Background: an optimization exercise with open tools, aiming at small area, a short achievable clock period and few clock cycles. Do not read the settings as production practice. At most, simulation tests tie the RTL to the original design; equivalence was not proved.

## v6
## ufs_core
module ufs_core (
    input  wire        clk,
    input  wire        rst,
    input  wire        rx_valid,
    input  wire [7:0]  rx_data,
    output wire        rx_ready,
    output reg         tx_valid,
    output wire [7:0]  tx_data,
    input  wire        tx_ready,
    output reg         mem_clr,
    output reg         buf_we,
    output wire [13:0] buf_addr,
    output wire [7:0]  buf_wdata,
    output reg         name_we,
    output wire [5:0]  name_addr,
    output wire [7:0]  name_wdata,
    output reg         st_valid,
    input  wire        st_ready,
    output wire [5:0]  st_name_len,
    output wire [13:0] st_length
);
clock: 8.0 ns
lec_check: 0
cap_margin: 20
core_margin: 2
core_utilization: 40
cts_cluster_diameter: 120
cts_cluster_size: 28
slew_margin: 20
standard.sh (not shown) runs the stock make flow with config.mk's settings and CLKGATE_MAP_FILE= SYNTH_SCRIPT=/design/flow/synth_recipe.tcl, a recipe that flattens the netlist after the stock synthesis.
==> flow/flow/run.sh <==
#!/bin/bash
# Standard ORFS layout, with the port buffers made from plain buffers and
# repair_timing asked for more setup margin.
set -euo pipefail
export BUFFER_PORTS_ARGS="-buffer_cell sky130_fd_sc_hd__buf_2"
export SETUP_SLACK_MARGIN=5.3
bash standard.sh > standard.log 2>&1
## Diff of input files: v7 against v6
diff --git a/flow/design.v b/flow/design.v
--- a/flow/design.v
+++ b/flow/design.v
@@ -163,27 +163,16 @@
             if (cur_free) begin
                 tx_valid <= pv | dv;
                 pv <= pv & dv;
             end else if (dv) begin
                 pv <= 1'b1;
             end
         end
     end
-    wire [5:0]  nl_new  = ad[5:0] + 6'd1;
-    wire [13:0] ds_new  = {ad[13:8], b};
-    wire        tx_adv  = xfer & (tx_n != 2'd0);
-    wire        tx_load = ~tx_adv & cur_free & (pv | dv);
-    wire        tx_hold = ~tx_adv & ~tx_load;
-    wire [5:0]  tx_nb   = (tx_n == 2'd2) ? {1'b1, 5'h13 + {3'd0, tx_c}} : {1'b0, 5'h14 + {3'd0, tx_c}};
-    always @(posedge clk) begin
-        name_len      <= ({6{commit}}  & nl_new) | ({6{~commit}}  & name_len);
-        declared_size <= ({14{commit}} & ds_new) | ({14{~commit}} & declared_size);
-        {txd7, txd}   <= ({6{tx_adv}} & tx_nb) | ({6{tx_load}} & 6'h21) | ({6{tx_hold}} & {txd7, txd});
-    end
     wire [7:0] ad_base = (p_n | p_dlen) ? 8'hff : ad[7:0];
     always @(posedge clk) begin
         if (v1) begin
             if (s_seek) csum <= 8'h81;
             else        csum <= csum + b;
         end
         if (p_cmd) begin
             is_s <= c90;
@@ -202,16 +191,20 @@
         if (p_tail) begin
             sc <= sc + 2'd1;
             if (sc == 2'd0 || sc == 2'd1) sbig <= sbig | ~b0;
             if (sc == 2'd2) begin
                 sbig <= sbig | (b > 8'h28);
                 eq28 <= (b == 8'h28);
             end
             if (sc3 && is_s) fok <= commit;
+        end
+        if (commit) begin
+            name_len      <= ad[5:0] + 6'd1;
+            declared_size <= {ad[13:8], b};
         end
         if (p_dsh) seqh0 <= b0;
         if (p_dsl) begin
             seqlo <= seqh0 & ~b0 & (b <= 8'd40);
             seq41 <= seqh0 & (b == 8'd41);
         end
         if (p_dlen) begin
             fok  <= fok_dlen;
@@ -222,15 +215,17 @@
         if (p_cs)    good <= (csum == b) & fok;
         if (take_name | take_data) ad[7:0] <= ad_base + 8'd1;
         else                       ad[7:0] <= ad_base;
         if (p_tail & (sc == 2'd2)) ad[13:8] <= b[5:0];
         if (p_dsl)                 ad[13:8] <= b[5:0] - 6'd1;
         if (drn2)                  ad[5:0]  <= ph;
         if (xfer & (tx_n != 2'd0)) begin
             tx_n <= tx_n - 2'd1;
+            {txd7, txd} <= (tx_n == 2'd2) ? {1'b1, 5'h13 + {3'd0, tx_c}} : {1'b0, 5'h14 + {3'd0, tx_c}};
         end else if (cur_free & (pv | dv)) begin
             tx_n <= 2'd2;
+            {txd7, txd} <= 6'h21;
             tx_c <= pv ? pc : ncode;
         end
         if (dv & ~(cur_free & ~pv)) pc <= ncode;
     end
 endmodule
==> notes.md <==
| final area | v6 vs v7 | ≈ equal |. Per the comparison of v7 with v6, met1 track utilization from global routing fell 0.62 points; number of signal-net buffers in the layout rose 3; critical path arrival fell 0.06 ns. Capturing element of the worst setup path: st_length[7] -> v7, st_length[2] -> v6. Cell count: v7 vs v6, no meaningful difference. The share of post-route cells with drive strength above 1 of v6 and that of v7 are within noise of each other. The wire length after detailed routing of v7 exceeds that of v6 by about 0.8%. Sequential cell count of v6 is on par with v7. Compared with v6, v7 shows number of gates resized after CTS that has gone down by a little under 10%. met2 as the most crowded layer after global routing was reported by v7, and met1 by v6.
Testbench counts of v7, summed over its fixed seeds: cycles 69,361.
For v6, only the layout was checked, not whether the RTL still works.

## re-timing with driven ports
The results above use ideal ports. As a check the final layouts listed here were re-extracted and re-timed, cells and wires unchanged. Step 1 (the two cells are an assumption about what drives the block):
set clk [get_ports {clk}]
set_driving_cell -lib_cell sky130_fd_sc_hd__clkbuf_16 $clk
set_driving_cell -lib_cell sky130_fd_sc_hd__buf_2 [delete_from_list [all_inputs] $clk]
Step 2 times the ports against the registers' clock, not the clock port: input delays grow and output delays shrink by t, the midpoint of the rising clock arrivals with the driver on. Slacks: ideal / step 1 / step 2; pairs: ideal / step 1.
| run | t (ns) | setup slack, ns | worst setup path at the end | slew at the worst register clock pin (ns) |
|---|---|---|---|---|
| v6 | 0.619 | 5.104 / 5.051 / 5.045 | input to register | 0.12 / 0.12 |
| v7 | 0.611 | 5.161 / 5.108 / 5.066 | input to register | 0.12 / 0.12 |
After both steps every run listed still meets setup and hold. The setup slack of v7, which loses most, moves by -0.053 ns with the drivers and by -0.095 ns with both steps.
